Context: an optimization exercise on an open-source flow, tuned for small area, a short achievable clock period and few clock cycles per item. The choices shown serve that exercise and are no tape-out recipe. At most, simulation tests tie the RTL to the original design; equivalence was not proved. No functional check of the RTL was part of runs 1 and 2. No activity file was given, so power comes from the tool's default toggle rates.

==> design/flow/design.v <==
module emrka_top (
    input  wire        clk,
    input  wire        rst_n,
    input  wire        sel,
    input  wire        wr,
    input  wire [4:0]  addr,
    input  wire [1:0]  size,
    input  wire [31:0] wdata,
    output reg  [31:0] rdata,
    output reg         err
);
    localparam [2:0] R_KEY_LO  = 3'd0,
                     R_KEY_HI  = 3'd1,
                     R_DIN_LO  = 3'd2,
                     R_DIN_HI  = 3'd3,
                     R_DOUT_LO = 3'd4,
                     R_DOUT_HI = 3'd5,
                     R_CTRL    = 3'd6,
                     R_STATUS  = 3'd7;
    reg [63:0] key_q;
    reg [63:0] din_q;
    reg [63:0] dout_q;    
    reg        dv_q;      
    reg        busy_q;
    reg        done_q;
    reg        err_cmd_q;
    reg        err_busy_q;
    reg [31:0] h_q;
    reg [31:0] l_q;       
    reg [5:0]  i_q;       
    reg [4:0]  p_q;       
    reg        mode_q;    
    wire       admit  = (size == 2'b10) && (addr[1:0] == 2'b00);
    wire [2:0] reg_ix = addr[4:2];
    wire       do_wr  = sel && admit &&  wr;
    wire wr_droppable = (reg_ix != R_DOUT_LO) && (reg_ix != R_DOUT_HI) &&
                        (reg_ix != R_STATUS);
    wire busy_drop = do_wr && busy_q && wr_droppable;
    wire wr_ok     = do_wr && !busy_q;
    wire cmd_hi0   = (wdata[31:2] == 30'd0);
    wire cmd_write = wr_ok && (reg_ix == R_CTRL);
    wire start     = cmd_write && cmd_hi0 && (wdata[1] ^ wdata[0]);
    wire cmd_bad   = cmd_write && !(cmd_hi0 && !(wdata[1] && wdata[0]));
    wire st_write  = do_wr && (reg_ix == R_STATUS);
    wire       rd_ok  = sel && !wr && admit;
    wire       s_dl   = (reg_ix == R_DIN_LO);
    wire       s_dh   = (reg_ix == R_DIN_HI);
    wire       s_ol   = (reg_ix == R_DOUT_LO) && dv_q;
    wire       s_oh   = (reg_ix == R_DOUT_HI) && dv_q;
    wire       s_st   = (reg_ix == R_STATUS);
    wire [31:0] rsel  = ({32{s_dl}} & din_q[31:0])
                      | ({32{s_dh}} & din_q[63:32])
                      | ({32{s_ol}} & dout_q[31:0])
                      | ({32{s_oh}} & dout_q[63:32])
                      | ({32{s_st}} & {28'd0, err_busy_q, err_cmd_q, done_q, busy_q});
    always @(*) begin
        rdata = {32{rd_ok}} & rsel;
        err   = sel && !admit;
    end
    wire [4:0]  p   = p_q;
    wire [2:0]  ri  = i_q[2:0];                   
    wire [31:0] la  = l_q + {27'd0, p};           
    wire [31:0] pz  = {27'd0, p};
    wire [31:0] cs  = h_q ^ l_q ^ pz;
    wire [31:0] cc  = (h_q & l_q) | (h_q & pz) | (l_q & pz);
    wire [31:0] hn  = cs + {cc[30:0], 1'b0};
    reg  [31:0] lr;                               
    always @(*) begin
        case (ri)
            3'd0: lr = {la[30:0], la[31]};        
            3'd1: lr = {la[2:0],  la[31:3]};      
            3'd2: lr = {la[27:0], la[31:28]};     
            3'd3: lr = {la[23:0], la[31:24]};     
            3'd4: lr = {la[14:0], la[31:15]};     
            3'd5: lr = {la[19:0], la[31:20]};     
            3'd6: lr = {la[28:0], la[31:29]};     
            default: lr = {la[17:0], la[31:18]};  
        endcase
    end
    wire [31:0] xn  = lr ^ hn;                    
    wire        k_use   = busy_q ? mode_q : wdata[1];
    wire [63:0] k_eff   = k_use ? key_q : 64'd0;
    wire [63:0] t_start = din_q ^ k_eff;
    wire        fin     = i_q[5];
    wire [31:0] wd_r  = wdata & {32{rst_n}};
    wire        we_kl = !rst_n || (wr_ok && reg_ix == R_KEY_LO);
    wire        we_kh = !rst_n || (wr_ok && reg_ix == R_KEY_HI);
    wire        we_dl = !rst_n || (wr_ok && reg_ix == R_DIN_LO);
    wire        we_dh = !rst_n || (wr_ok && reg_ix == R_DIN_HI);
    wire [63:0] res   = {h_q, la} ^ k_eff;
    always @(posedge clk) begin
        if (we_kl) key_q[31:0]  <= wd_r;
        if (we_kh) key_q[63:32] <= wd_r;
        if (we_dl) din_q[31:0]  <= wd_r;
        if (we_dh) din_q[63:32] <= wd_r;
        if (busy_q && fin) dout_q <= res;
    end
    always @(posedge clk) begin
        if (!rst_n) begin
            busy_q     <= 1'b0;
            done_q     <= 1'b0;
            dv_q       <= 1'b0;
            err_cmd_q  <= 1'b0;
            err_busy_q <= 1'b0;
        end else begin
            if (busy_drop)
                err_busy_q <= 1'b1;
            if (cmd_bad)
                err_cmd_q <= 1'b1;
            if (st_write) begin
                if (wdata[1]) done_q     <= 1'b0;
                if (wdata[2]) err_cmd_q  <= 1'b0;
                if (wdata[3]) err_busy_q <= 1'b0;
            end
            if (start) begin
                busy_q <= 1'b1;
                done_q <= 1'b0;
            end
            if (busy_q && fin) begin
                dv_q   <= 1'b1;
                busy_q <= 1'b0;
                done_q <= 1'b1;
            end
        end
    end
    always @(posedge clk) begin
        if (!busy_q) begin
            h_q     <= t_start[63:32];
            l_q     <= t_start[31:0];
            i_q     <= 6'd0;
            p_q     <= 5'd0;
            mode_q  <= wdata[1];
        end else begin
            h_q     <= hn;
            l_q     <= xn;
            i_q     <= i_q + 6'd1;
            p_q     <= i_q[4:0];
        end
    end
endmodule
==> design/flow/run.sh <==
#!/bin/bash
# synth_recipe.tcl (not shown) runs the flow's synth.tcl, then flattens the netlist and writes it again
# the make line also repeats each setting of config.mk as NAME=value (left out here)
make -C /OpenROAD-flow-scripts/flow DESIGN_CONFIG=/design/flow/config.mk WORK_HOME=/design/flow/orfs CLKGATE_MAP_FILE= SYNTH_SCRIPT=/design/flow/synth_recipe.tcl finish
==> design/flow/config.mk <==
export PLATFORM = sky130hd
export DESIGN_NAME = emrka_top
export DESIGN_NICKNAME = emrka_top
export VERILOG_FILES = /design/flow/design.v
export SDC_FILE = /design/flow/constraint.sdc
export NUM_CORES = 4
export LEC_CHECK = 0
export ABC_CLOCK_PERIOD_IN_PS = 3000
export CAP_MARGIN = 20
export CORE_MARGIN = 2
export CORE_UTILIZATION = 40
export PLACE_DENSITY = 0.6
export SETUP_SLACK_MARGIN = 2.4
export SLEW_MARGIN = 20
==> design/flow/constraint.sdc <==
create_clock -name core_clock -period 5.5 [get_ports {clk}]
set_input_delay 1.1000 -clock core_clock [delete_from_list [all_inputs] [get_ports {clk}]]
set_output_delay 1.1000 -clock core_clock [all_outputs]
set_load 0.01 [all_outputs]
==> results of run 1 <==
[path summary, 6_finish.rpt]
check	from	slack (ns)	end
setup / recovery	addr[4]	1.96	rdata[24]
hold / removal	err_busy_q	0.50	err_busy_q
setup reg to reg	l_q[1]	1.99	l_q[17]
hold reg to reg	err_busy_q	0.50	err_busy_q
[final cells by class]
type                       instances  area share (%)
clock buffer                      44            4.00
multi-input combinational       1155            45.5
inverter                          22           0.382
clock inverter                    12           0.353
timing repair buffer             253            12.4
tap                              525            3.04
sequential                       273            34.3
[per-layer routing]
metal  global-route usage, %  up-vias  share of wire [%]
li1                        -     6105                  -
met2                    44.3      663                 46
met4                    12.1        0                5.5
met3                    4.97      189                7.8
met5                       0        -                  0
met1                    35.4     6716                 41
[cell usage in the layout, fill, tap and decap left out, types with 19 or more instances in the layout]
master / instances
sky130_fd_sc_hd__clkbuf_16: 33
sky130_fd_sc_hd__o21ai_0: 53
sky130_fd_sc_hd__a22oi_2: 64
sky130_fd_sc_hd__buf_4: 98
sky130_fd_sc_hd__clkdlybuf4s50_1: 32
sky130_fd_sc_hd__a21oi_1: 69
sky130_fd_sc_hd__xor2_1: 51
sky130_fd_sc_hd__a21oi_2: 37
sky130_fd_sc_hd__buf_6: 40
sky130_fd_sc_hd__xnor2_1: 142
sky130_fd_sc_hd__buf_12: 26
sky130_fd_sc_hd__buf_2: 36
sky130_fd_sc_hd__nand3_1: 20
sky130_fd_sc_hd__a221oi_2: 19
sky130_fd_sc_hd__ha_1: 59
sky130_fd_sc_hd__nor2_1: 88
sky130_fd_sc_hd__and2_1: 46
sky130_fd_sc_hd__dfxtp_1: 66
sky130_fd_sc_hd__nand2_1: 163
sky130_fd_sc_hd__edfxtp_1: 192
[worst register-to-register path, cell delays in order, from the launching register on]
cell                       delay, ns
sky130_fd_sc_hd__dfxtp_4        0.35
sky130_fd_sc_hd__fa_1           0.52
sky130_fd_sc_hd__ha_4           0.20
sky130_fd_sc_hd__fa_2           0.40
sky130_fd_sc_hd__a211oi_4       0.25
sky130_fd_sc_hd__o211ai_1       0.14
sky130_fd_sc_hd__buf_4          0.17
sky130_fd_sc_hd__buf_6          0.12
sky130_fd_sc_hd__a41oi_4        0.32
sky130_fd_sc_hd__buf_6          0.16
sky130_fd_sc_hd__o21ai_4        0.07
sky130_fd_sc_hd__a31oi_4        0.17
sky130_fd_sc_hd__xor2_2         0.19
sky130_fd_sc_hd__xnor2_1        0.09
sky130_fd_sc_hd__mux2_2         0.26
[cells in the mapped netlist (49+ instances only)]
| master | number |
|---|---|
| sky130_fd_sc_hd__nand2_1 | 167 |
| sky130_fd_sc_hd__a22oi_1 | 75 |
| sky130_fd_sc_hd__and2_1 | 49 |
| sky130_fd_sc_hd__xnor2_1 | 157 |
| sky130_fd_sc_hd__xor2_1 | 63 |
| sky130_fd_sc_hd__dfxtp_1 | 81 |
| sky130_fd_sc_hd__a21oi_1 | 109 |
| sky130_fd_sc_hd__clkbuf_1 | 63 |
| sky130_fd_sc_hd__nor2_1 | 93 |
| sky130_fd_sc_hd__o21ai_0 | 70 |
| sky130_fd_sc_hd__ha_1 | 67 |
| sky130_fd_sc_hd__edfxtp_1 | 192 |
[power by group]
| part | leakage [nW] | switching (mW) | internal (mW) |
|---|---|---|---|
| clock | 0.455 | 0.837 | 1.09 |
| combinational | 4.74 | 1.31 | 1.07 |
| sequential | 2.49 | 0.153 | 2.39 |
| total | 7.68 | 2.30 | 4.54 |
[registers in the layout (all words and copies together), names as in the netlist]
| name | flops |
|---|---|
| dout_q | 64 |
| l_q | 32 |
| p_q | 5 |
| dv_q | 1 |
| mode_q | 1 |
| busy_q | 1 |
| key_q | 64 |
| h_q | 32 |
| err_busy_q | 1 |
| err_cmd_q | 1 |
| done_q | 1 |
| din_q | 64 |
| i_q | 6 |
[through the flow]
step                      power, mW  utilization [%]  hold WS (ns)  area (um2)
final                          6.84             54.6         0.499       21600
after global routing           7.11             54.6         0.527       21600
after CTS                      6.55             52.5         0.494       20800
after detailed placement       4.31             44.7         0.477       17700
after global placement         4.28             44.7         0.468       17700
after floorplan                3.81                -         0.452       16500
[logic make-up (layout without fill, tap and decap cells)]
family / after synthesis / in the layout
AO/OA/AOI/OAI: 418 / 419
XOR/XNOR: 225 / 225
adder cells (fa/ha/maj): 74 / 74
buffers and inverters: 108 / 331
flip-flops: 273 / 273
multiplexers: 18 / 18
AND/OR/NAND/NOR: 417 / 419
[timing repair]
| item | CTS | global route |
|---|---|---|
| cloned | 14 | 4 |
| resized for setup | 379 | 103 |
| pin swaps | 120 | 98 |
| setup endpoints to repair | 94 | 136 |
| buffers inserted | 98 | 27 |
==> qor.log, run 1 <==
qor: run_status.outcome timing/DRC/antenna clean
qor: layout.insertedDiodeCount 0
qor: drt.finalWirelength 59100 um
qor: sta.largest_clock_skew_in_the_final_design 0.0125 ns
qor: placement.place_inst 2085
qor: grt.largest_net_degree_at_the_start_of_global_routing 80
qor: layout.area_growth 35.0%
qor: critical_path.critical_path.top_delay_family buffers and inverters
qor: sta.final_critical_path_setup_slack 1.96 ns
qor: sta.report.final.slew_viol_count 0
qor: power.powerDensity 317 nW/um2
qor: drt.residual_drc 0
qor: drt.wire_per_inst 25.9 um
qor: synth.netlist.top_cell.by_area sky130_fd_sc_hd__edfxtp_1
qor: die.io-pin-count 76
qor: die.floorplan.core_area 39500 um2
qor: clock_network.cts_made_buffers 30
qor: sta.tightestPinTransition 1.22 ns
qor: layout.finish.net_count 1852
qor: critical_path.critPathMaxStageDelay 0.19 ns
qor: synth.netlist.area_leader.share 36.1%
qor: clock_network.buffer_depth_of_the_longest_clock_path 3
qor: grt.overflow 0
qor: synth.synth_mux_area_share 1.20%
qor: synth.post_synth_instance_area 16000 um2
qor: placement.dp_hpwl 33800 um
qor: synth.synth_simple_gate_area_share 12.7%
qor: min_path.worst_min_delay_path_category reg2reg
qor: drt.route.antenna.remaining_nets 0
qor: drt.detailroute.via_count 13673
qor: sta.setup_viol 0
qor: clock_network.cts_tree built
qor: sta.final-hold-violation-count 0
qor: placement.number_of_buffer_cells_added_on_primary_ports 75
qor: critical_path.worst_path_max_delay_cell sky130_fd_sc_hd__and4b_4
qor: die.placementRows 73
qor: clock_network.clk_latency 0.57 ns
qor: synth.post_synth_fa_ha_maj_area_fraction 6.12%
qor: clock_network.worst_setup_hold_path_clk_slew 0.06 ns
qor: synth.synth.lib_cells_used.distinct 86
qor: placement.gp_congestion 0.950
qor: clock_network.holdBufCountCts 0
qor: sta.layout_worst_path_cycle_share 64.4%
qor: die.floorplan.die.height 204 um
qor: clock_network.clkSinkCount 273
qor: die.die_area 41600 um2
qor: critical_path.worst_path_most_repeated_cell sky130_fd_sc_hd__buf_12
qor: synth.postSynthNetCount 1650
qor: critical_path.crit_path_cells buf_6, buf_12, buf_8, and4b_4, buf_12, buf_12, buf_16, a22oi_2, a21oi_2, buf_2
qor: layout.multi_input_area 9810 um2
qor: critical_path.worst-path-stages 10
qor: critical_path.timing.critical_path.fanout_max 8
qor: critical_path.crit_type in2out
qor: placement.dp_slack 0.664 ns
qor: grt.antenna_found_initial 0
qor: synth.syn-mean-instance-area 10.4 um2
qor: clock_network.cts-root-buf sky130_fd_sc_hd__clkbuf_16
qor: drt.drt_iter0_markers 1466
qor: flow_run.max_cap_viol_count 0
qor: drt.pre_antenna_drt_iters 6
qor: synth.yosys_register_bits 273
qor: sta.timing.slew.headroom 18.0%
qor: sta.max_freq 282 MHz
qor: synth.top_area_cells_in_the_synthesized_netlist sky130_fd_sc_hd__edfxtp_1 36%, sky130_fd_sc_hd__dfxtp_1 10%, sky130_fd_sc_hd__xnor2_1 8.6%
qor: synth.dominant_combinational_cell_family_by_area_after_synthesis compound AO/OA/AOI/OAI gates
qor: critical_path.worstRegToRegCells 14
qor: critical_path.critical_path.endpoint_type primary output
qor: sta.rsz0062_at_grt yes
qor: synth.ys.warnings.count 1
qor: grt.wire_length_of_the_first_global_routing_pass 84800 um
qor: layout.fillers 3350
qor: synth.synth_xor_xnor_area_share 12.6%
qor: die.start_util 40.4%
qor: sta.totalNegativeSetupSlack 0 ns
qor: synth.async_flop_share 0%
qor: synth.synth-seq-area-share 46.2%
qor: die.die_x 204 um
qor: critical_path.startpoint_type input pin
qor: min_path.hold_depth 2
qor: drt.vias_per_inst 5.99
qor: sta.timing.final.crit_period 3.54 ns
qor: power.peakVddDrop 0.258 mV
qor: synth.synth_enable_flop_cells 192
qor: grt.grtUsageTotal 27.2%
qor: layout.final-seq-area 7420 um2
qor: critical_path.cp_arrival 2.44 ns
qor: layout.drive_above_1_share 31.6%
qor: critical_path.cp_num_buf_inv 7
qor: grt.via_count_of_the_first_global_routing_pass 13469
qor: clock_network.htreeDepth 1
qor: synth.synthCells 1533
qor: synth.top_ff_cell_synth sky130_fd_sc_hd__edfxtp_1
qor: critical_path.timing.critical_path.required 4.40 ns
qor: layout.layoutNonFillerInstCount 2284
qor: synth.synth_compound_gate_area_share 17.9%
qor: power.power.leakage 7.68 nW
==> run 2: changes to the inputs <==
--- a/design/flow/config.mk
+++ b/design/flow/config.mk
@@ -10,5 +10,6 @@
 export CORE_MARGIN = 2
-export CORE_UTILIZATION = 40
-export PLACE_DENSITY = 0.6
-export SETUP_SLACK_MARGIN = 2.4
+export CORE_UTILIZATION = 50
+export CTS_BUF_LIST = sky130_fd_sc_hd__clkbuf_8
+export PLACE_DENSITY = 0.65
+export SETUP_SLACK_MARGIN = 2.2
 export SLEW_MARGIN = 20
==> qor.log, run 2 <==
qor: run_status.outcome timing/DRC/antenna clean [unchanged]
qor: clock_network.htreeDepth 2 [was 1]
qor: clock_network.buffer_depth_of_the_longest_clock_path 3 [unchanged]
qor: drt.wire_per_inst 26.0 um [was 25.9 um]
qor: layout.finish.net_count 1854 [was 1852]
qor: synth.ys.warnings.count 1 [unchanged]
qor: drt.detailroute.via_count 13790 [was 13673]
qor: critical_path.startpoint_type input pin [unchanged]
qor: critical_path.critical_path.endpoint_type primary output [unchanged]
qor: drt.finalWirelength 56500 um [was 59100 um]
qor: synth.yosys.cell_count.top_type sky130_fd_sc_hd__edfxtp_1 [unchanged]
qor: synth.syn-mean-instance-area 10.4 um2 [unchanged]
qor: grt.antenna_found_initial 0 [unchanged]
qor: sta.final-hold-violation-count 0 [unchanged]
qor: placement.place_inst 1960 [was 2085]
qor: sta.rsz0062_at_grt yes [unchanged]
qor: sta.setup_viol 0 [unchanged]
qor: synth.synth-seq-area-share 46.2% [unchanged]
qor: grt.overflow 0 [unchanged]
qor: clock_network.cts_tree built [unchanged]
qor: power.peakVddDrop 0.217 mV [was 0.258 mV]
qor: critical_path.crit_type in2out [unchanged]
qor: placement.gp_congestion 0.967 [was 0.950]
qor: critical_path.timing.critical_path.required 4.40 ns [about the same]
qor: layout.top_regs din_q (64), dout_q (64), key_q (64) [unchanged]
qor: clock_network.clkSinkCount 273 [unchanged]
qor: placement.place_area 17300 um2 [was 17700 um2]
qor: synth.top_area_cells_in_the_synthesized_netlist sky130_fd_sc_hd__edfxtp_1 36%, sky130_fd_sc_hd__dfxtp_1 10%, sky130_fd_sc_hd__xnor2_1 8.6% [unchanged]
qor: placement.dp_hpwl 32300 um [was 33800 um]
qor: clock_network.cts_made_buffers 45 [was 30]
qor: critical_path.r2r_endpoint l_q[31] [was l_q[17]]
qor: sta.largest_clock_skew_in_the_final_design 0.0256 ns [was 0.0125 ns]
qor: placement.number_of_buffer_cells_added_on_primary_ports 75 [unchanged]
qor: synth.postSynthNetCount 1650 [unchanged]
qor: die.die_x 183 um [was 204 um]
qor: drt.route.antenna.remaining_nets 0 [unchanged]
qor: grt.wire_length_of_the_first_global_routing_pass 82600 um [was 84800 um]
qor: sta.layout_worst_path_cycle_share 65.6% [was 64.4%]
qor: min_path.hold_depth 2 [unchanged]
qor: sta.tightestPinTransition 1.11 ns [was 1.22 ns]
qor: critical_path.critPathMaxStageDelay 0.31 ns [was 0.19 ns]
qor: die.floorplan.core_area 31600 um2 [was 39500 um2]
qor: critical_path.timing.critical_path.fanout_max 7 [was 8]
qor: min_path.hold_path_end err_busy_q [unchanged]
qor: synth.netlist.top_cell.by_area sky130_fd_sc_hd__edfxtp_1 [unchanged]
qor: critical_path.worst_setup_path_startpoint addr[4] [unchanged]
qor: critical_path.startpoint_of_the_worst_register_to_register_path l_q[1] [unchanged]
qor: layout.most-common-layout-cells 192 x sky130_fd_sc_hd__edfxtp_1, 165 x sky130_fd_sc_hd__nand2_1, 145 x sky130_fd_sc_hd__xnor2_1 [was 192 x sky130_fd_sc_hd__edfxtp_1, 163 x sky130_fd_sc_hd__nand2_1, 142 x sky130_fd_sc_hd__xnor2_1]
qor: layout.layoutNonFillerInstCount 2176 [was 2284]
qor: clock_network.worst_setup_hold_path_clk_slew 0.06 ns [about the same]
qor: critical_path.worst_path_most_repeated_cell sky130_fd_sc_hd__buf_6 [was sky130_fd_sc_hd__buf_12]
qor: grt.grtUsageTotal 33.0% [was 27.2%]
qor: synth.yosys-top-cells-count 192 x sky130_fd_sc_hd__edfxtp_1, 167 x sky130_fd_sc_hd__nand2_1, 157 x sky130_fd_sc_hd__xnor2_1 [unchanged]
qor: synth.top_ff_cell_synth sky130_fd_sc_hd__edfxtp_1 [unchanged]
qor: power.power.leakage 7.59 nW [was 7.68 nW]
qor: min_path.worst_min_delay_path_category reg2reg [unchanged]
qor: sta.timing.slew.headroom 25.9% [was 18.0%]
qor: drt.drt_iter0_markers 1907 [was 1466]
qor: synth.synth.lib_cells_used.distinct 86 [unchanged]
qor: critical_path.cp_arrival 2.51 ns [was 2.44 ns]
qor: drt.residual_drc 0 [unchanged]
qor: layout.insertedDiodeCount 0 [unchanged]
qor: drt.vias_per_inst 6.34 [was 5.99]
qor: layout.area_growth 30.1% [was 35.0%]
qor: layout.drive_above_1_share 27.6% [was 31.6%]
qor: sta.totalNegativeSetupSlack 0 ns [unchanged]
qor: die.start_util 50.7% [was 40.4%]
qor: layout.layout_commonest_cell sky130_fd_sc_hd__edfxtp_1 [unchanged]
qor: critical_path.worstRegToRegCells 13 [was 14]
qor: clock_network.holdBufCountCts 0 [unchanged]
qor: synth.async_flop_share 0% [unchanged]
qor: grt.largest_net_degree_at_the_start_of_global_routing 72 [was 80]
qor: layout.stdcell_area 20800 um2 [was 21600 um2]
qor: flow_run.max_cap_viol_count 0 [unchanged]
qor: critical_path.crit_path_cells buf_6, buf_6, buf_6, nor4bb_4, buf_6, buf_12, buf_16, a222oi_1, nor2_1, buf_2 [was buf_6, buf_12, buf_8, and4b_4, buf_12, buf_12, buf_16, a22oi_2, a21oi_2, buf_2]
qor: die.die_area 33400 um2 [was 41600 um2]
qor: critical_path.ff2ff_setup_slack 2.00 ns [was 1.99 ns]
qor: clock_network.cts-root-buf sky130_fd_sc_hd__clkbuf_8 [was sky130_fd_sc_hd__clkbuf_16]
qor: sta.max_freq 277 MHz [was 282 MHz]
qor: critical_path.worst_path_max_delay_cell sky130_fd_sc_hd__a222oi_1 [was sky130_fd_sc_hd__and4b_4]
qor: sta.timing.final.crit_period 3.61 ns [was 3.54 ns]
qor: die.placementRows 65 [was 73]
qor: synth.synth_enable_flop_cells 192 [unchanged]
qor: synth.post_synth_instance_area 16000 um2 [unchanged]
qor: synth.yosys_register_bits 273 [unchanged]
qor: power.powerDensity 318 nW/um2 [was 317 nW/um2]
qor: min_path.min_from err_busy_q [unchanged]
qor: die.io-pin-count 76 [unchanged]
qor: die.floorplan.die.height 183 um [was 204 um]
qor: drt.pre_antenna_drt_iters 7 [was 6]
qor: synth.synthCells 1533 [unchanged]
qor: clock_network.clk_latency 0.57 ns [about the same]
qor: grt.via_count_of_the_first_global_routing_pass 13319 [was 13469]
qor: power.total_power 6.62 mW [was 6.84 mW]
qor: sta.report.final.slew_viol_count 0 [unchanged]
qor: synth.netlist.area_leader.share 36.1% [unchanged]
[run 2: cell counts after synthesis]
No cell type changed its count.
[run 2: cell type report]
cell class | count | area [um2]
fillers | 2442 | 10800
multi-input cells | 1153 | 9360
flip-flops and latches | 273 | 7420
repair buffers | 242 | 2520
clock buffers | 51 | 702
well taps | 402 | 503
clock inverters | 33 | 211
inverters | 22 | 86.3
[run 2: through the flow]
stage          utilization, %  setup WS [ns]  hold slack, ns
3_3_place_gp             54.7          0.872           0.462
4_1_cts                  63.4           1.88           0.511
3_5_place_dp             54.7          0.756           0.489
6_report                 65.9           1.89           0.507
5_1_grt                  65.9           1.83           0.523
2_1_floorplan               -           1.88           0.452
[run 2: what timing repair did]
item                       in CTS  in global routing
buffers inserted               90                 28
pin swaps                      70                 66
setup endpoints to repair      81                 75
cloned                         12                  2
gates resized for setup       348                 93
[run 2: critical path, delay by kind of cell]
kind,cells,cell delay [ns]
buffers and inverters,7,0.86
AOI/OAI and AO/OA,1,0.31
and+or+nand+nor,2,0.23
[run 2: worst max-delay path by stage]
stage	to	slack (ns)	cells past startpoint
global placement	rdata[14]	0.87	7
CTS	rdata[12]	1.88	8
finish	rdata[3]	1.89	10
floorplan	din_q[32]	1.88	4
global route	rdata[1]	1.83	10
detailed placement	rdata[12]	0.76	7
[run 2: layer usage]
layer  vias up  track usage (%)  wire length [um]
li1       6093                -                 -
met1      6697             44.0             22700
met2       768             51.5             25200
met3       232             8.08              5410
met4         0             14.0              3150
met5         -                0                 0
[run 2: power by group]
group          switching [mW]  internal (mW)
Clock                   0.835          0.988
Sequential              0.151           2.38
Combinational            1.25           1.01
Total                    2.23           4.39
[run 2: cell families (layout without fill, tap and decap cells)]
logic type	after synthesis	count (layout)	share of synthesized area (%)
AO/OA/AOI/OAI	418	419	17.9
XOR/XNOR	225	225	12.6
adder cells (fa/ha/maj)	74	74	6.12
buffers and inverters	108	348	3.39
flip-flops	273	273	46.2
multiplexers	18	18	1.20
AND/OR/NAND/NOR	417	417	12.7
==> run 3: changes to the inputs <==
--- a/design/flow/design.v
+++ b/design/flow/design.v
@@ -65,3 +65,4 @@
     wire [31:0] cc  = (h_q & l_q) | (h_q & pz) | (l_q & pz);
-    wire [31:0] hn  = cs + {cc[30:0], 1'b0};
+    wire [31:0] hn;
+    add2_sk u_add (.a(cs), .b({cc[30:0], 1'b0}), .s(hn));
     reg  [31:0] lr;                               
@@ -140 +141,20 @@
 endmodule
+module add2_sk (input wire [31:0] a, input wire [31:0] b, output wire [31:0] s);
+    reg  [31:0] g [0:5];
+    reg  [31:0] t [0:5];
+    integer k, i;
+    always @(*) begin
+        g[0] = a & b;
+        t[0] = a ^ b;
+        for (k = 0; k < 5; k = k + 1)
+            for (i = 0; i < 32; i = i + 1)
+                if (((i >> k) & 1) == 1) begin
+                    g[k+1][i] = g[k][i] | (t[k][i] & g[k][((i >> k) << k) - 1]);
+                    t[k+1][i] = t[k][i] & t[k][((i >> k) << k) - 1];
+                end else begin
+                    g[k+1][i] = g[k][i];
+                    t[k+1][i] = t[k][i];
+                end
+    end
+    assign s = a ^ b ^ {g[5][30:0], 1'b0};
+endmodule
--- a/design/flow/config.mk
+++ b/design/flow/config.mk
@@ -10,6 +10,6 @@
 export CORE_MARGIN = 2
-export CORE_UTILIZATION = 50
-export CTS_BUF_LIST = sky130_fd_sc_hd__clkbuf_8
-export PLACE_DENSITY = 0.65
-export SETUP_SLACK_MARGIN = 2.2
+export CORE_UTILIZATION = 40
+export PLACE_DENSITY = 0.6
+export SETUP_SLACK_MARGIN = 2.0
 export SLEW_MARGIN = 20
+export TNS_END_PERCENT = 10
==> qor.log, run 3 <==
qor: clock_network.clkSinkCount 273 [unchanged]
qor: placement.gp_congestion 0.999 [was 0.967]
qor: die.die_x 201 um [was 183 um]
qor: clock_network.holdBufCountCts 0 [unchanged]
qor: critical_path.critical_path.endpoint_type primary output [unchanged]
qor: placement.place_area 17100 um2 [was 17300 um2]
qor: grt.largest_net_degree_at_the_start_of_global_routing 73 [was 72]
qor: drt.residual_drc 0 [unchanged]
qor: critical_path.timing.critical_path.required 4.40 ns [about the same]
qor: grt.grtUsageTotal 26.3% [was 33.0%]
qor: grt.overflow 0 [unchanged]
qor: die.floorplan.die.height 201 um [was 183 um]
qor: synth.postSynthNetCount 1617 [was 1650]
qor: placement.dp_hpwl 35000 um [was 32300 um]
qor: synth.syn-mean-instance-area 10.4 um2 [about the same]
qor: clock_network.clk_latency 0.57 ns [about the same]
qor: drt.wire_per_inst 25.5 um [was 26.0 um]
qor: synth.yosys.cell_count.top_type sky130_fd_sc_hd__nand2_1 [was sky130_fd_sc_hd__edfxtp_1]
qor: layout.stdcell_area 18800 um2 [was 20800 um2]
qor: drt.vias_per_inst 5.93 [was 6.34]
qor: grt.via_count_of_the_first_global_routing_pass 12660 [was 13319]
qor: sta.max_freq 278 MHz [was 277 MHz]
qor: grt.wire_length_of_the_first_global_routing_pass 80400 um [was 82600 um]
qor: layout.top_regs din_q (64), dout_q (64), key_q (64) [unchanged]
qor: clock_network.worst_setup_hold_path_clk_slew 0.06 ns [about the same]
qor: synth.netlist.area_leader.share 37.0% [was 36.1%]
qor: sta.report.final.slew_viol_count 0 [unchanged]
qor: sta.final-hold-violation-count 0 [unchanged]
qor: critical_path.timing.critical_path.fanout_max 8 [was 7]
qor: synth.synthCells 1497 [was 1533]
qor: drt.wl_met1 22500 um [was 22700 um]
qor: synth.yosys_register_bits 273 [unchanged]
qor: min_path.worst_min_delay_path_category reg2reg [unchanged]
qor: synth.top_ff_cell_synth sky130_fd_sc_hd__edfxtp_1 [unchanged]
qor: clock_network.cts-root-buf sky130_fd_sc_hd__clkbuf_16 [was sky130_fd_sc_hd__clkbuf_8]
qor: synth.ys.warnings.count 4 [was 1]
qor: synth.netlist.top_cell.by_area sky130_fd_sc_hd__edfxtp_1 [unchanged]
qor: critical_path.cp_arrival 2.50 ns [was 2.51 ns]
qor: drt.finalWirelength 54700 um [was 56500 um]
qor: clock_network.buffer_depth_of_the_longest_clock_path 3 [unchanged]
qor: power.peakVddDrop 0.304 mV [was 0.217 mV]
qor: synth.top_area_cells_in_the_synthesized_netlist sky130_fd_sc_hd__edfxtp_1 37%, sky130_fd_sc_hd__dfxtp_1 10%, sky130_fd_sc_hd__xnor2_1 8.6% [was sky130_fd_sc_hd__edfxtp_1 36%, sky130_fd_sc_hd__dfxtp_1 10%, sky130_fd_sc_hd__xnor2_1 8.6%]
qor: drt.detailroute.via_count 12696 [was 13790]
qor: sta.rsz0062_at_grt yes [unchanged]
qor: synth.synth-seq-area-share 47.4% [was 46.2%]
qor: synth.async_flop_share 0% [unchanged]
qor: die.floorplan.core_area 38600 um2 [was 31600 um2]
qor: clock_network.cts_tree built [unchanged]
qor: layout.layout_commonest_cell sky130_fd_sc_hd__nand2_1 [was sky130_fd_sc_hd__edfxtp_1]
qor: layout.area_growth 20.5% [was 30.1%]
qor: power.power.leakage 6.87 nW [was 7.59 nW]
qor: critical_path.critPathMaxStageDelay 0.27 ns [was 0.31 ns]
qor: power.powerDensity 292 nW/um2 [was 318 nW/um2]
qor: die.placementRows 72 [was 65]
qor: die.die_area 40500 um2 [was 33400 um2]
qor: placement.dp_slack 0.838 ns [was 0.756 ns]
qor: grt.antenna_found_initial 1 [was 0]
qor: sta.whs 0.503 ns [was 0.507 ns]
qor: sta.setup_viol 0 [unchanged]
qor: layout.most-common-layout-cells 194 x sky130_fd_sc_hd__nand2_1, 192 x sky130_fd_sc_hd__edfxtp_1, 144 x sky130_fd_sc_hd__xnor2_1 [was 192 x sky130_fd_sc_hd__edfxtp_1, 165 x sky130_fd_sc_hd__nand2_1, 145 x sky130_fd_sc_hd__xnor2_1]
qor: sta.largest_clock_skew_in_the_final_design 0.0186 ns [was 0.0256 ns]
qor: layout.finish.net_count 1721 [was 1854]
qor: flow_run.max_cap_viol_count 0 [unchanged]
qor: layout.layoutNonFillerInstCount 2141 [was 2176]
qor: placement.number_of_buffer_cells_added_on_primary_ports 75 [unchanged]
qor: sta.timing.slew.headroom 28.2% [was 25.9%]
qor: layout.drive_above_1_share 15.8% [was 27.6%]
qor: sta.final_critical_path_setup_slack 1.90 ns [was 1.89 ns]
qor: critical_path.startpoint_type input pin [unchanged]
qor: synth.yosys-top-cells-count 195 x sky130_fd_sc_hd__nand2_1, 192 x sky130_fd_sc_hd__edfxtp_1, 153 x sky130_fd_sc_hd__xnor2_1 [was 192 x sky130_fd_sc_hd__edfxtp_1, 167 x sky130_fd_sc_hd__nand2_1, 157 x sky130_fd_sc_hd__xnor2_1]
qor: critical_path.crit_type in2out [unchanged]
qor: drt.route.antenna.remaining_nets 0 [unchanged]
qor: critical_path.crit_path_cells dlygate4sd2_1, and4b_2, buf_6, buf_16, buf_12, a22oi_1, a21oi_1, buf_2 [was buf_6, buf_6, buf_6, nor4bb_4, buf_6, buf_12, buf_16, a222oi_1, nor2_1, buf_2]
qor: drt.pre_antenna_drt_iters 10 [was 7]
qor: sta.tightestPinTransition 1.08 ns [was 1.11 ns]
qor: clock_network.cts_made_buffers 29 [was 45]
qor: synth.synth.lib_cells_used.distinct 78 [was 86]
qor: run_status.outcome timing/DRC/antenna clean [unchanged]
qor: drt.met3WireLength 4100 um [was 5410 um]
qor: critical_path.worst_path_max_delay_cell sky130_fd_sc_hd__and4b_2 [was sky130_fd_sc_hd__a222oi_1]
qor: die.start_util 40.4% [was 50.7%]
qor: synth.synth_enable_flop_cells 192 [unchanged]
qor: sta.timing.final.crit_period 3.60 ns [was 3.61 ns]
qor: sta.totalNegativeSetupSlack 0 ns [unchanged]
qor: drt.topRoutingLayerUsed met4 [unchanged]
qor: sta.layout_worst_path_cycle_share 65.4% [was 65.6%]
qor: clock_network.htreeDepth 1 [was 2]
qor: drt.route.met2.wl 25400 um [was 25200 um]
qor: placement.place_inst 2055 [was 1960]
qor: die.io-pin-count 76 [unchanged]
qor: synth.post_synth_instance_area 15600 um2 [was 16000 um2]
qor: drt.drt_iter0_markers 1331 [was 1907]
[run 3: cell count changes in the layout (fill, tap and decap cells not counted), sizes merged, moves of 8 or more]
cell,delta
a21oi,-21
buf,-96
and2,-12
a31oi,-8
nor2,-12
a211oi,-10
nand2,+27
clkbuf,-17
nor2b,-10
o221ai,+14
[run 3: final timing paths]
check	startpoint	endpoint	slack, ns	cells past startpoint
setup reg to reg	p_q[0]	l_q[18]	2.00	12
hold reg to reg	err_busy_q	err_busy_q	0.50	2
setup / recovery	addr[4]	rdata[23]	1.90	8
hold / removal	err_busy_q	err_busy_q	0.50	2
[run 3: repair_timing]
item / 4_1_cts / 5_1_grt
cloned: 7 / 1
endpoints found under the hold margin: 0 / 0
setup endpoints to repair: 78 / 76
gates resized for setup: 202 / 51
pin swaps: 8 / 20
buffers inserted: 11 / 14
[run 3: logic make-up (layout without fill, tap and decap cells)]
| family | count (synthesis) | count (layout) | synth area share [%] |
|---|---|---|---|
| XOR/XNOR | 225 | 225 | 13.2 |
| multiplexers | 15 | 15 | 1.02 |
| AND/OR/NAND/NOR | 404 | 404 | 12.1 |
| flip-flops | 273 | 273 | 47.4 |
| AO/OA/AOI/OAI | 388 | 389 | 16.8 |
| buffers and inverters | 115 | 238 | 2.80 |
| other | 0 | 2 | 0 |
| adder cells (fa/ha/maj) | 77 | 77 | 6.67 |
[run 3: metal layers]
layer	global-route usage, %	vias to the layer above
li1	-	5737
met1	33.9	6274
met2	42.8	555
met3	4.70	130
met4	13.0	0
met5	0	-
[run 3: worst max-delay path, delay by kind of cell]
kind / cells / cell delay [ns]
AOI/OAI and AO/OA: 2 / 0.29
buffers and inverters: 5 / 0.82
and+or+nand+nor: 1 / 0.27
[run 3: layout make-up]
type | instances | area, um2
flip-flops and latches | 273 | 7390
repair buffers | 149 | 1370
fillers | 3597 | 19800
diodes | 2 | 5.00
inverters | 38 | 143
clock buffers | 36 | 752
multi-input cells | 1110 | 8300
clock inverters | 15 | 154
well taps | 518 | 648
[run 3: stage by stage]
stage	total power, mW	utilization, %
2_1_floorplan	3.18	-
3_3_place_gp	3.49	44.3
3_5_place_dp	3.51	44.4
4_1_cts	5.43	47.6
5_1_grt	5.71	48.7
6_report	5.48	48.7
[run 3: where the power goes]
part	switching (mW)	internal [mW]
combinational	0.650	0.493
sequential	0.100	2.32
clock	0.807	1.10
Testbench counts of run 3, summed over its fixed seeds: cycles 15,218, items 384.
==> run 4: changes to the inputs <==
--- a/design/flow/config.mk
+++ b/design/flow/config.mk
@@ -14,2 +14 @@
 export SLEW_MARGIN = 20
-export TNS_END_PERCENT = 10
==> qor.log, run 4 <==
qor: run_status.outcome timing/DRC/antenna clean [unchanged]
qor: die.floorplan.core_area 38600 um2 [unchanged]
qor: drt.residual_drc 0 [unchanged]
qor: grt.antenna_found_initial 0 [was 1]
qor: sta.final_critical_path_setup_slack 1.98 ns [was 1.90 ns]
qor: critical_path.critPathMaxStageDelay 0.31 ns [was 0.27 ns]
qor: clock_network.htreeDepth 1 [unchanged]
qor: sta.timing.slew.headroom 30.7% [was 28.2%]
qor: synth.async_flop_share 0% [unchanged]
qor: die.start_util 40.4% [unchanged]
qor: sta.setup_viol 0 [unchanged]
qor: sta.totalNegativeSetupSlack 0 ns [unchanged]
qor: power.share_seq_of_total_power 43.2% [was 44.3%]
qor: critical_path.timing.critical_path.required 4.40 ns [about the same]
qor: layout.post-route-util 50.0% [was 48.7%]
qor: synth.netlist.top_cell.by_area sky130_fd_sc_hd__edfxtp_1 [unchanged]
qor: placement.dp_slack 0.766 ns [was 0.838 ns]
qor: synth.post_synth_instance_area 15600 um2 [unchanged]
qor: sta.rsz0062_at_grt yes [unchanged]
qor: drt.finalWirelength 56000 um [was 54700 um]
qor: grt.via_count_of_the_first_global_routing_pass 12893 [was 12660]
qor: layout.insertedDiodeCount 0 [was 2]
qor: die.placementRows 72 [unchanged]
qor: clock_network.cts_made_buffers 30 [was 29]
qor: synth.syn-mean-instance-area 10.4 um2 [unchanged]
qor: critical_path.cp_num_buf_inv 6 [was 5]
qor: synth.yosys.cell_count.top_type sky130_fd_sc_hd__nand2_1 [unchanged]
qor: die.floorplan.die.height 201 um [unchanged]
qor: critical_path.critical_path.endpoint_type primary output [unchanged]
qor: layout.top_regs din_q (64), dout_q (64), key_q (64) [unchanged]
qor: placement.place_inst 2057 [was 2055]
qor: layout.fillers 3562 [was 3597]
qor: synth.yosys_register_bits 273 [unchanged]
qor: sta.max_freq 284 MHz [was 278 MHz]
qor: sta.tightestPinTransition 1.04 ns [was 1.08 ns]
qor: power.clock_power_share 35.7% [was 34.9%]
qor: critical_path.cp_arrival 2.42 ns [was 2.50 ns]
qor: power.combinationalPowerShare 21.1% [was 20.9%]
qor: placement.number_of_buffer_cells_added_on_primary_ports 75 [unchanged]
qor: critical_path.crit_type in2out [unchanged]
qor: clock_network.cts-root-buf sky130_fd_sc_hd__clkbuf_16 [unchanged]
qor: clock_network.cts_tree built [unchanged]
qor: synth.top_area_cells_in_the_synthesized_netlist sky130_fd_sc_hd__edfxtp_1 37%, sky130_fd_sc_hd__dfxtp_1 10%, sky130_fd_sc_hd__xnor2_1 8.6% [unchanged]
qor: sta.largest_clock_skew_in_the_final_design 0.0199 ns [was 0.0186 ns]
qor: critical_path.crit_path_cells buf_6, buf_6, nor4bb_4, buf_4, buf_12, buf_12, a22oi_1, a21oi_1, buf_2 [was dlygate4sd2_1, and4b_2, buf_6, buf_16, buf_12, a22oi_1, a21oi_1, buf_2]
qor: synth.synth.lib_cells_used.distinct 78 [unchanged]
qor: synth.netlist.area_leader.share 37.0% [unchanged]
qor: sta.whs 0.470 ns [was 0.503 ns]
qor: clock_network.buffer_depth_of_the_longest_clock_path 3 [unchanged]
qor: power.powerDensity 292 nW/um2 [about the same]
qor: synth.synth-seq-area-share 47.4% [unchanged]
qor: sta.final-hold-violation-count 0 [unchanged]
qor: grt.grtUsageTotal 26.9% [was 26.3%]
qor: layout.drive_above_1_share 18.9% [was 15.8%]
qor: critical_path.startpoint_type input pin [unchanged]
qor: layout.area_growth 23.9% [was 20.5%]
qor: clock_network.holdBufCountCts 0 [unchanged]
qor: layout.stdcell_area 19300 um2 [was 18800 um2]
qor: synth.top_ff_cell_synth sky130_fd_sc_hd__edfxtp_1 [unchanged]
qor: drt.route.antenna.remaining_nets 0 [unchanged]
qor: sta.layout_worst_path_cycle_share 64.0% [was 65.4%]
qor: synth.ys.warnings.count 4 [unchanged]
qor: power.peakVddDrop 0.299 mV [was 0.304 mV]
qor: drt.wire_per_inst 25.8 um [was 25.5 um]
qor: drt.detailroute.via_count 12850 [was 12696]
qor: synth.synthCells 1497 [unchanged]
qor: die.die_area 40500 um2 [unchanged]
qor: grt.largest_net_degree_at_the_start_of_global_routing 73 [unchanged]
qor: sta.report.final.slew_viol_count 0 [unchanged]
qor: grt.overflow 0 [unchanged]
qor: power.switching_power 1.59 mW [was 1.56 mW]
qor: placement.gp_congestion 0.975 [was 0.999]
qor: synth.yosys-top-cells-count 195 x sky130_fd_sc_hd__nand2_1, 192 x sky130_fd_sc_hd__edfxtp_1, 153 x sky130_fd_sc_hd__xnor2_1 [unchanged]
qor: drt.pre_antenna_drt_iters 10 [unchanged]
qor: synth.postSynthNetCount 1617 [unchanged]
qor: layout.most-common-layout-cells 194 x sky130_fd_sc_hd__nand2_1, 192 x sky130_fd_sc_hd__edfxtp_1, 147 x sky130_fd_sc_hd__xnor2_1 [was 194 x sky130_fd_sc_hd__nand2_1, 192 x sky130_fd_sc_hd__edfxtp_1, 144 x sky130_fd_sc_hd__xnor2_1]
qor: synth.synth_enable_flop_cells 192 [unchanged]
qor: placement.place_area 17100 um2 [about the same]
qor: clock_network.clkSinkCount 273 [unchanged]
qor: layout.layoutNonFillerInstCount 2172 [was 2141]
qor: die.io-pin-count 76 [unchanged]
qor: critical_path.worst_path_max_delay_cell sky130_fd_sc_hd__nor4bb_4 [was sky130_fd_sc_hd__and4b_2]
qor: critical_path.timing.critical_path.fanout_max 7 [was 8]
qor: power.internal-power 4.03 mW [was 3.92 mW]
qor: drt.vias_per_inst 5.92 [was 5.93]
qor: min_path.worst_min_delay_path_category reg2reg [unchanged]
qor: clock_network.worst_setup_hold_path_clk_slew 0.06 ns [about the same]
qor: layout.finish.net_count 1752 [was 1721]
qor: drt.drt_iter0_markers 1387 [was 1331]
qor: power.total_power 5.62 mW [was 5.48 mW]
qor: die.die_x 201 um [unchanged]
qor: grt.wire_length_of_the_first_global_routing_pass 81600 um [was 80400 um]
qor: placement.dp_hpwl 34700 um [was 35000 um]
qor: layout.layout_commonest_cell sky130_fd_sc_hd__nand2_1 [unchanged]
qor: critical_path.critical_path.top_delay_family buffers and inverters [unchanged]
qor: sta.timing.final.crit_period 3.52 ns [was 3.60 ns]
qor: clock_network.clk_latency 0.57 ns [about the same]
qor: flow_run.max_cap_viol_count 0 [unchanged]
qor: power.power.share.switching 28.4% [about the same]
qor: power.power.leakage 7.09 nW [was 6.87 nW]
==> run 4: kinds of logic (layout without fill, tap and decap cells) <==
kind of cell | Yosys count | in the layout | share of synthesized area [%]
AOI/OAI and AO/OA | 388 | 388 | 16.8
xor gates and xnor gates | 225 | 225 | 13.2
adders and majority gates | 77 | 77 | 6.67
buffers and inverters | 115 | 272 | 2.80
DFF | 273 | 273 | 47.4
muxes | 15 | 15 | 1.02
and+or+nand+nor | 404 | 404 | 12.1
==> run 4: repair_timing <==
| item | CTS | global route |
|---|---|---|
| pin swaps | 15 | 50 |
| setup endpoints to repair | 72 | 72 |
| gates cloned | 8 | 1 |
| resized for setup | 217 | 84 |
| setup buffers | 26 | 26 |
==> run 4: power by group through the flow <==
stage               Combinational (mW)  Sequential (mW)  Clock (mW)
floorplan                        0.746             2.43           0
global placement                  1.03             2.46           0
detailed placement                1.05             2.46           0
CTS                               1.10             2.42        2.04
global route                      1.28             2.44        2.13
finish                            1.19             2.43        2.01
==> run 4: final cells by class <==
class                           instances  area [um2]  area share (%)
Inverter                               38         143           0.740
Tap cell                              518         648            3.36
Sequential cell                       273        7390            38.3
Timing Repair Buffer                  180        1730            8.95
Clock buffer                           40         860            4.46
Clock inverter                         14         130           0.675
Multi-Input combinational cell       1109        8390            43.5
==> run 4: path summary, 6_finish.rpt <==
kind | startpoint | endpoint | slack (ns) | depth (start not counted)
max | addr[2] | rdata[13] | 1.98 | 9
min | i_q[0] | i_q[0] | 0.47 | 1
max reg2reg | l_q[4] | l_q[11] | 2.06 | 8
min reg2reg | i_q[0] | i_q[0] | 0.47 | 1
==> run 4: metal layers <==
metal	vias to the layer above	routed length, um	track usage [%]
li1	5804	-	-
met1	6328	23200	35.0
met2	587	26200	44.8
met3	131	4130	4.11
met4	0	2470	10.7
met5	-	0	0
==> run 5: changes to the inputs <==
--- a/design/flow/design.v
+++ b/design/flow/design.v
@@ -29,4 +29,4 @@
     reg [31:0] l_q;       
-    reg [5:0]  i_q;       
     reg [4:0]  p_q;       
+    reg        f_q;       
     reg        mode_q;    
@@ -60,3 +60,3 @@
     wire [4:0]  p   = p_q;
-    wire [2:0]  ri  = i_q[2:0];                   
+    wire [2:0]  ri  = f_q ? 3'd0 : p_q[2:0] + 3'd1;   
     wire [31:0] la  = l_q + {27'd0, p};           
@@ -84,3 +84,3 @@
     wire [63:0] t_start = din_q ^ k_eff;
-    wire        fin     = i_q[5];
+    wire        fin     = !f_q && (p_q == 5'd31);
     wire [31:0] wd_r  = wdata & {32{rst_n}};
@@ -130,3 +130,3 @@
             l_q     <= t_start[31:0];
-            i_q     <= 6'd0;
+            f_q     <= 1'b1;
             p_q     <= 5'd0;
@@ -136,4 +136,4 @@
             l_q     <= xn;
-            i_q     <= i_q + 6'd1;
-            p_q     <= i_q[4:0];
+            f_q     <= 1'b0;
+            p_q     <= f_q ? 5'd0 : p_q + 5'd1;
         end
--- a/design/flow/config.mk
+++ b/design/flow/config.mk
@@ -12,3 +12,4 @@
 export PLACE_DENSITY = 0.6
-export SETUP_SLACK_MARGIN = 2.0
+export SETUP_SLACK_MARGIN = 2.2
 export SLEW_MARGIN = 20
+export TNS_END_PERCENT = 10
==> qor.log, run 5 <==
qor: run_status.outcome timing/DRC/antenna clean [unchanged]
qor: critical_path.startpoint_type input pin [unchanged]
qor: sta.final-hold-violation-count 0 [unchanged]
qor: clock_network.clk_latency 0.56 ns [was 0.57 ns]
qor: sta.timing.slew.headroom 21.8% [was 30.7%]
qor: clock_network.cts-root-buf sky130_fd_sc_hd__clkbuf_16 [unchanged]
qor: grt.via_count_of_the_first_global_routing_pass 12103 [was 12893]
qor: sta.max_freq 276 MHz [was 284 MHz]
qor: critical_path.critical_path.endpoint_type primary output [unchanged]
qor: power.powerDensity 295 nW/um2 [was 292 nW/um2]
qor: clock_network.worst_setup_hold_path_clk_slew 0.06 ns [about the same]
qor: critical_path.cp_num_buf_inv 7 [was 6]
qor: drt.drt_iter0_markers 1683 [was 1387]
qor: grt.grtUsageTotal 26.6% [was 26.9%]
qor: sta.timing.final.crit_period 3.62 ns [was 3.52 ns]
qor: critical_path.critical_path.top_delay_family buffers and inverters [unchanged]
qor: layout.finish.net_count 1704 [was 1752]
qor: synth.yosys.cell_count.top_type sky130_fd_sc_hd__nand2_1 [unchanged]
qor: placement.dp_hpwl 34600 um [was 34700 um]
qor: sta.layout_worst_path_cycle_share 65.9% [was 64.0%]
qor: critical_path.crit_type in2out [unchanged]
qor: grt.largest_net_degree_at_the_start_of_global_routing 64 [was 73]
qor: sta.rsz0062_at_grt yes [unchanged]
qor: layout.most-common-layout-cells 200 x sky130_fd_sc_hd__nand2_1, 192 x sky130_fd_sc_hd__edfxtp_1, 133 x sky130_fd_sc_hd__xnor2_1 [was 194 x sky130_fd_sc_hd__nand2_1, 192 x sky130_fd_sc_hd__edfxtp_1, 147 x sky130_fd_sc_hd__xnor2_1]
qor: die.io-pin-count 76 [unchanged]
qor: synth.synthCells 1451 [was 1497]
qor: clock_network.clkSinkCount 268 [was 273]
qor: critical_path.worst_path_max_delay_cell sky130_fd_sc_hd__clkdlybuf4s15_1 [was sky130_fd_sc_hd__nor4bb_4]
qor: synth.ys.warnings.count 4 [unchanged]
qor: critical_path.timing.critical_path.fanout_max 5 [was 7]
qor: synth.yosys-top-cells-count 205 x sky130_fd_sc_hd__nand2_1, 192 x sky130_fd_sc_hd__edfxtp_1, 140 x sky130_fd_sc_hd__xnor2_1 [was 195 x sky130_fd_sc_hd__nand2_1, 192 x sky130_fd_sc_hd__edfxtp_1, 153 x sky130_fd_sc_hd__xnor2_1]
qor: critical_path.worst_path_most_repeated_cell sky130_fd_sc_hd__buf_6
qor: power.peakVddDrop 0.240 mV [was 0.299 mV]
qor: drt.residual_drc 0 [unchanged]
qor: die.die_area 39400 um2 [was 40500 um2]
qor: sta.report.final.slew_viol_count 0 [unchanged]
qor: synth.top_ff_cell_synth sky130_fd_sc_hd__edfxtp_1 [unchanged]
qor: synth.synth.lib_cells_used.distinct 71 [was 78]
qor: synth.syn-mean-instance-area 10.4 um2 [about the same]
qor: layout.final-seq-area 7300 um2 [was 7390 um2]
qor: synth.postSynthNetCount 1568 [was 1617]
qor: min_path.worst_min_delay_path_category reg2reg [unchanged]
qor: synth.netlist.area_leader.share 38.1% [was 37.0%]
qor: drt.route.antenna.remaining_nets 0 [unchanged]
qor: critical_path.crit_path_cells buf_6, buf_6, buf_6, buf_6, nor2_4, buf_6, buf_16, a222oi_1, a21oi_1, clkdlybuf4s15_1 [was buf_6, buf_6, nor4bb_4, buf_4, buf_12, buf_12, a22oi_1, a21oi_1, buf_2]
qor: die.start_util 40.4% [about the same]
qor: clock_network.cts_made_buffers 29 [was 30]
qor: power.power.leakage 6.92 nW [was 7.09 nW]
qor: sta.totalNegativeSetupSlack 0 ns [unchanged]
qor: placement.number_of_buffer_cells_added_on_primary_ports 75 [unchanged]
qor: sta.setup_viol 0 [unchanged]
qor: layout.fillers 3421 [was 3562]
qor: die.floorplan.die.height 198 um [was 201 um]
qor: placement.gp_congestion 1.01 [was 0.975]
qor: clock_network.cts_tree built [unchanged]
qor: layout.insertedDiodeCount 0 [unchanged]
qor: critical_path.critPathMaxStageDelay 0.26 ns [was 0.31 ns]
qor: die.die_x 198 um [was 201 um]
qor: clock_network.htreeDepth 1 [unchanged]
qor: sta.tightestPinTransition 1.16 ns [was 1.04 ns]
qor: drt.wire_per_inst 25.2 um [was 25.8 um]
qor: grt.wire_length_of_the_first_global_routing_pass 77800 um [was 81600 um]
qor: synth.post_synth_instance_area 15100 um2 [was 15600 um2]
qor: layout.drive_above_1_share 18.0% [was 18.9%]
qor: power.total_power 5.52 mW [was 5.62 mW]
qor: synth.synth_enable_flop_cells 192 [unchanged]
qor: drt.detailroute.via_count 12658 [was 12850]
qor: grt.antenna_found_initial 0 [unchanged]
qor: drt.finalWirelength 53400 um [was 56000 um]
qor: layout.area_growth 23.6% [was 23.9%]
qor: synth.async_flop_share 0% [unchanged]
qor: flow_run.max_cap_viol_count 0 [unchanged]
qor: clock_network.buffer_depth_of_the_longest_clock_path 3 [unchanged]
qor: sta.largest_clock_skew_in_the_final_design 0.00879 ns [was 0.0199 ns]
qor: synth.netlist.top_cell.by_area sky130_fd_sc_hd__edfxtp_1 [unchanged]
qor: drt.vias_per_inst 5.97 [was 5.92]
qor: die.placementRows 71 [was 72]
qor: grt.overflow 0 [unchanged]
qor: synth.synth-seq-area-share 48.2% [was 47.4%]
qor: synth.yosys_register_bits 268 [was 273]
qor: layout.layout_commonest_cell sky130_fd_sc_hd__nand2_1 [unchanged]
qor: synth.top_area_cells_in_the_synthesized_netlist sky130_fd_sc_hd__edfxtp_1 38%, sky130_fd_sc_hd__dfxtp_1 10%, sky130_fd_sc_hd__xnor2_1 8.1% [was sky130_fd_sc_hd__edfxtp_1 37%, sky130_fd_sc_hd__dfxtp_1 10%, sky130_fd_sc_hd__xnor2_1 8.6%]
qor: layout.multi_input_area 7920 um2 [was 8390 um2]
qor: layout.top_regs din_q (64), dout_q (64), key_q (64) [unchanged]
qor: critical_path.timing.critical_path.required 4.40 ns [about the same]
qor: die.floorplan.core_area 37400 um2 [was 38600 um2]
qor: critical_path.cp_arrival 2.52 ns [was 2.42 ns]
qor: drt.pre_antenna_drt_iters 8 [was 10]
==> run 5: layout make-up <==
type | count | area share (%)
clock buffers | 36 | 4.24
clock inverters | 18 | 1.05
inverters | 25 | 0.502
multi-input cells | 1082 | 42.4
flip-flops and latches | 268 | 39.1
well taps | 511 | 3.42
repair buffers | 181 | 9.37
==> run 5: final timing paths <==
check / startpoint / endpoint / slack (ns) / cells after the start
hold reg to reg: done_q / done_q / 0.51 / 2
setup / recovery: addr[4] / rdata[24] / 1.88 / 10
setup reg to reg: p_q[0] / l_q[2] / 2.11 / 15
hold / removal: done_q / done_q / 0.51 / 2
==> run 5: kinds of logic (layout without fill, tap and decap cells) <==
group                      Yosys count  after routing  synth area share, %
and+or+nand+nor                    413            413                 12.5
adders and majority gates           74             74                 6.62
DFF                                268            268                 48.2
xor gates and xnor gates           224            224                 13.1
AOI/OAI and AO/OA                  362            363                 16.4
buffers and inverters              102            260                 2.62
muxes                                8              8                0.538
==> run 5: what timing repair did <==
item / CTS / global route
resized for setup: 137 / 124
buffers inserted: 15 / 24
pin swaps: 28 / 60
hold buffers: 0 / 0
endpoints found under the setup margin: 79 / 87
cloned: 10 / 2
==> run 5: where the power goes <==
group,total (mW),switching [mW],internal (mW)
combinational,1.11,0.643,0.471
clock,2.03,0.823,1.21
sequential,2.38,0.0903,2.29
==> run 5: stage by stage <==
stage	setup slack [ns]	utilization [%]	instance area (um2)	hold WS, ns	cells
after CTS	1.61	48.6	18200	0.518	2095
after floorplan	1.99	-	15200	0.441	1451
after global routing	1.83	50.0	18700	0.548	2121
after detailed placement	0.841	44.7	16700	0.507	2016
after global placement	0.938	44.7	16700	0.489	2016
final	1.88	50.0	18700	0.513	2121
==> run 5: routing by layer <==
layer | global-route usage (%) | share of wire [%] | wire length, um
met1 | 35.7 | 41 | 22000
met2 | 42.9 | 46 | 24400
met3 | 4.46 | 8.7 | 4620
met4 | 10.8 | 4.4 | 2360
met5 | 0 | 0 | 0
==> run 5: tightest hold or removal path, cell delays in order, from the launching register on <==
cell	delay, ns
sky130_fd_sc_hd__dfxtp_1	0.32
sky130_fd_sc_hd__nand3_1	0.06
sky130_fd_sc_hd__a21boi_0	0.08
Testbench counts of run 5, summed over its fixed seeds: cycles 15,218, items 384.
==> run 6: changes to the inputs <==
--- a/design/flow/config.mk
+++ b/design/flow/config.mk
@@ -12,3 +12,3 @@
 export PLACE_DENSITY = 0.6
-export SETUP_SLACK_MARGIN = 2.2
+export SETUP_SLACK_MARGIN = 2.0
 export SLEW_MARGIN = 20
==> qor.log, run 6 <==
qor: synth.top_ff_cell_synth sky130_fd_sc_hd__edfxtp_1 [unchanged]
qor: die.placementRows 71 [unchanged]
qor: placement.number_of_buffer_cells_added_on_primary_ports 75 [unchanged]
qor: power.peakVddDrop 0.263 mV [was 0.240 mV]
qor: layout.fillers 3409 [was 3421]
qor: drt.residual_drc 0 [unchanged]
qor: layout.finish.net_count 1689 [was 1704]
qor: layout.most-common-layout-cells 201 x sky130_fd_sc_hd__nand2_1, 192 x sky130_fd_sc_hd__edfxtp_1, 133 x sky130_fd_sc_hd__xnor2_1 [was 200 x sky130_fd_sc_hd__nand2_1, 192 x sky130_fd_sc_hd__edfxtp_1, 133 x sky130_fd_sc_hd__xnor2_1]
qor: clock_network.worst_setup_hold_path_clk_slew 0.06 ns [about the same]
qor: critical_path.cp_arrival 2.47 ns [was 2.52 ns]
qor: sta.setup_viol 0 [unchanged]
qor: grt.largest_net_degree_at_the_start_of_global_routing 72 [was 64]
qor: critical_path.startpoint_of_the_worst_register_to_register_path p_q[0] [unchanged]
qor: critical_path.critical_path.endpoint_type primary output [unchanged]
qor: synth.yosys_register_bits 268 [unchanged]
qor: critical_path.ff2ff_setup_slack 2.00 ns [was 2.11 ns]
qor: placement.dp_slack 0.848 ns [was 0.841 ns]
qor: sta.max_freq 280 MHz [was 276 MHz]
qor: sta.final_critical_path_setup_slack 1.93 ns [was 1.88 ns]
qor: critical_path.worst_setup_path_startpoint addr[2] [was addr[4]]
qor: die.floorplan.die.height 198 um [unchanged]
qor: power.clock_power_share 34.8% [was 36.8%]
qor: power.switching_power 1.54 mW [was 1.56 mW]
qor: grt.overflow 0 [unchanged]
qor: grt.via_count_of_the_first_global_routing_pass 12198 [was 12103]
qor: drt.drt_iter0_markers 1534 [was 1683]
qor: layout.layout_commonest_cell sky130_fd_sc_hd__nand2_1 [unchanged]
qor: placement.gp_congestion 0.999 [was 1.01]
qor: synth.yosys-top-cells-count 205 x sky130_fd_sc_hd__nand2_1, 192 x sky130_fd_sc_hd__edfxtp_1, 140 x sky130_fd_sc_hd__xnor2_1 [unchanged]
qor: die.die_area 39400 um2 [unchanged]
qor: synth.synthCells 1451 [unchanged]
qor: critical_path.crit_type in2out [unchanged]
qor: critical_path.timing.critical_path.required 4.40 ns [about the same]
qor: synth.netlist.area_leader.share 38.1% [unchanged]
qor: synth.post_synth_instance_area 15100 um2 [unchanged]
qor: run_status.outcome timing/DRC/antenna clean [unchanged]
qor: synth.async_flop_share 0% [unchanged]
qor: drt.pre_antenna_drt_iters 7 [was 8]
qor: power.share_seq_of_total_power 44.8% [was 43.1%]
qor: synth.synth-seq-area-share 48.2% [unchanged]
qor: layout.insertedDiodeCount 0 [unchanged]
qor: synth.postSynthNetCount 1568 [unchanged]
qor: grt.grtUsageTotal 27.4% [was 26.6%]
qor: clock_network.cts_made_buffers 29 [unchanged]
qor: grt.wire_length_of_the_first_global_routing_pass 79200 um [was 77800 um]
qor: clock_network.cts-root-buf sky130_fd_sc_hd__clkbuf_16 [unchanged]
qor: clock_network.clkSinkCount 268 [unchanged]
qor: layout.drive_above_1_share 16.4% [was 18.0%]
qor: layout.top_regs din_q (64), dout_q (64), key_q (64) [unchanged]
qor: clock_network.htreeDepth 1 [unchanged]
qor: synth.syn-mean-instance-area 10.4 um2 [unchanged]
qor: synth.top_area_cells_in_the_synthesized_netlist sky130_fd_sc_hd__edfxtp_1 38%, sky130_fd_sc_hd__dfxtp_1 10%, sky130_fd_sc_hd__xnor2_1 8.1% [unchanged]
qor: min_path.worst_min_delay_path_category reg2reg [unchanged]
qor: clock_network.buffer_depth_of_the_longest_clock_path 3 [unchanged]
qor: sta.timing.final.crit_period 3.57 ns [was 3.62 ns]
qor: sta.tightestPinTransition 0.990 ns [was 1.16 ns]
qor: die.die_x 198 um [unchanged]
qor: sta.rsz0062_at_grt yes [unchanged]
qor: sta.final-hold-violation-count 0 [unchanged]
qor: layout.layoutNonFillerInstCount 2105 [was 2121]
qor: clock_network.holdBufCountCts 0 [unchanged]
qor: drt.vias_per_inst 5.98 [was 5.97]
qor: power.power.share.switching 29.0% [was 28.2%]
qor: power.powerDensity 289 nW/um2 [was 295 nW/um2]
qor: sta.largest_clock_skew_in_the_final_design 0.0146 ns [was 0.00879 ns]
qor: sta.timing.slew.headroom 34.0% [was 21.8%]
qor: grt.antenna_found_initial 1 [was 0]
qor: power.combinationalPowerShare 20.4% [was 20.2%]
qor: power.power.leakage 6.79 nW [was 6.92 nW]
qor: critical_path.startpoint_type input pin [unchanged]
qor: placement.dp_hpwl 33600 um [was 34600 um]
qor: critical_path.timing.critical_path.fanout_max 7 [was 5]
qor: synth.synth.lib_cells_used.distinct 71 [unchanged]
qor: synth.netlist.top_cell.by_area sky130_fd_sc_hd__edfxtp_1 [unchanged]
qor: clock_network.clk_latency 0.57 ns [was 0.56 ns]
qor: sta.report.final.slew_viol_count 0 [unchanged]
qor: power.internal-power 3.77 mW [was 3.97 mW]
qor: die.io-pin-count 76 [unchanged]
qor: drt.wire_per_inst 25.5 um [was 25.2 um]
qor: die.floorplan.core_area 37400 um2 [unchanged]
qor: drt.detailroute.via_count 12598 [was 12658]
qor: min_path.min_from dv_q [was done_q]
qor: flow_run.max_cap_viol_count 0 [unchanged]
qor: clock_network.cts_tree built [unchanged]
qor: drt.route.antenna.remaining_nets 0 [unchanged]
qor: sta.layout_worst_path_cycle_share 64.9% [was 65.9%]
qor: synth.yosys.cell_count.top_type sky130_fd_sc_hd__nand2_1 [unchanged]
qor: sta.totalNegativeSetupSlack 0 ns [unchanged]
qor: synth.ys.warnings.count 4 [unchanged]
qor: drt.finalWirelength 53700 um [was 53400 um]
qor: synth.synth_enable_flop_cells 192 [unchanged]
qor: placement.place_inst 2012 [was 2016]
qor: die.start_util 40.4% [unchanged]
qor: layout.area_growth 21.4% [was 23.6%]
-- run 6: per-layer routing --
layer,up-vias,GRT usage [%],share of wire (%)
li1,5615,-,-
met1,6130,36.6,40
met2,696,42.8,44
met3,155,5.49,9.7
met4,2,12.8,5.4
met5,-,0,0.030
-- run 6: per-stage QoR --
step / instance area [um2] / hold slack (ns) / total power, mW / util, %
final: 18300 / 0.497 / 5.31 / 49.1
after global routing: 18300 / 0.519 / 5.52 / 49.1
after CTS: 18100 / 0.498 / 5.30 / 48.5
after detailed placement: 16700 / 0.465 / 3.42 / 44.6
after global placement: 16700 / 0.463 / 3.40 / 44.6
after floorplan: 15200 / 0.441 / 3.09 / -
-- run 6: layout make-up --
type,instances,area [um2],area share [%]
clock buffers,37,766,4.17
multi-input cells,1081,7880,42.9
repair buffers,167,1580,8.61
well taps,511,639,3.48
inverters,25,93.8,0.511
clock inverters,16,106,0.580
flip-flops and latches,268,7290,39.7
-- run 6: worst max-delay path: stages --
cell and delay, ns:
sky130_fd_sc_hd__buf_6 0.09, sky130_fd_sc_hd__buf_6 0.12, sky130_fd_sc_hd__nand2_4 0.06, sky130_fd_sc_hd__nor2_4 0.07
sky130_fd_sc_hd__buf_6 0.13, sky130_fd_sc_hd__buf_6 0.12, sky130_fd_sc_hd__buf_16 0.15, sky130_fd_sc_hd__a222oi_1 0.38
sky130_fd_sc_hd__a21oi_2 0.09, sky130_fd_sc_hd__buf_2 0.14
-- run 6: what timing repair did --
item,4_1_cts,5_1_grt
buffers inserted,25,6
pin swaps,46,4
setup endpoints to repair,68,75
gates resized for setup,241,26
gates cloned,9,0
-- run 6: worst paths after layout --
kind | depth (start not counted) | to
max reg2reg | 10 | l_q[13]
min reg2reg | 1 | dv_q
max | 10 | rdata[5]
min | 1 | dv_q
-- run 6: power by group through the flow --
stage / clock network [mW] / logic [mW] / registers [mW]
5_1_grt: 1.95 / 1.18 / 2.39
4_1_cts: 1.87 / 1.05 / 2.37
6_report: 1.85 / 1.08 / 2.38
3_3_place_gp: 0 / 0.981 / 2.42
3_5_place_dp: 0 / 0.999 / 2.42
2_1_floorplan: 0 / 0.699 / 2.39
-- run 6: kinds of logic (layout without fill, tap and decap cells) --
group | after synthesis | count (layout) | share of synthesized area (%)
xor gates and xnor gates | 224 | 224 | 13.1
DFF | 268 | 268 | 48.2
AOI/OAI and AO/OA | 362 | 362 | 16.4
adders and majority gates | 74 | 74 | 6.62
muxes | 8 | 8 | 0.538
buffers and inverters | 102 | 245 | 2.62
and+or+nand+nor | 413 | 413 | 12.5

[afterwards: timing with drivers on the ports]
Ports are ideal in the flow. The routed layouts listed here were re-timed in OpenROAD.
Step 1 assumes that a clkbuf_16 drives the clock port and a buf_2 every other input.
Step 2 times the ports against the registers' clock, not the clock port: input delays grow and output delays shrink by t, the midpoint of the rising clock arrivals with the driver on.
Three values: ideal, step 1, step 2; two values: the first two.
run	t (ns)	setup WS [ns]	worst hold slack (ns)	clock arrival spread, ns	cell pins on the clock port's net
run 1	0.619	1.956 / 1.921 / 1.897	0.499 / 0.499 / 0.499	0.014 / 0.013	1
run 2	0.609	1.891 / 1.859 / 1.745	0.507 / 0.507 / 0.507	0.026 / 0.026	1
run 3	0.619	1.901 / 1.878 / 1.603	0.503 / 0.503 / 0.503	0.019 / 0.019	1
run 4	0.618	1.982 / 1.952 / 1.641	0.470 / 0.470 / 0.470	0.021 / 0.022	1
run 5	0.613	1.877 / 1.843 / 1.843	0.513 / 0.513 / 0.513	0.009 / 0.009	1
run 6	0.616	1.931 / 1.897 / 1.870	0.497 / 0.497 / 0.497	0.016 / 0.016	1
After both steps setup and hold are still met in every run listed. For run 4, which loses most, drivers alone change the setup slack by -0.030 ns; drivers and shift together by -0.341 ns.
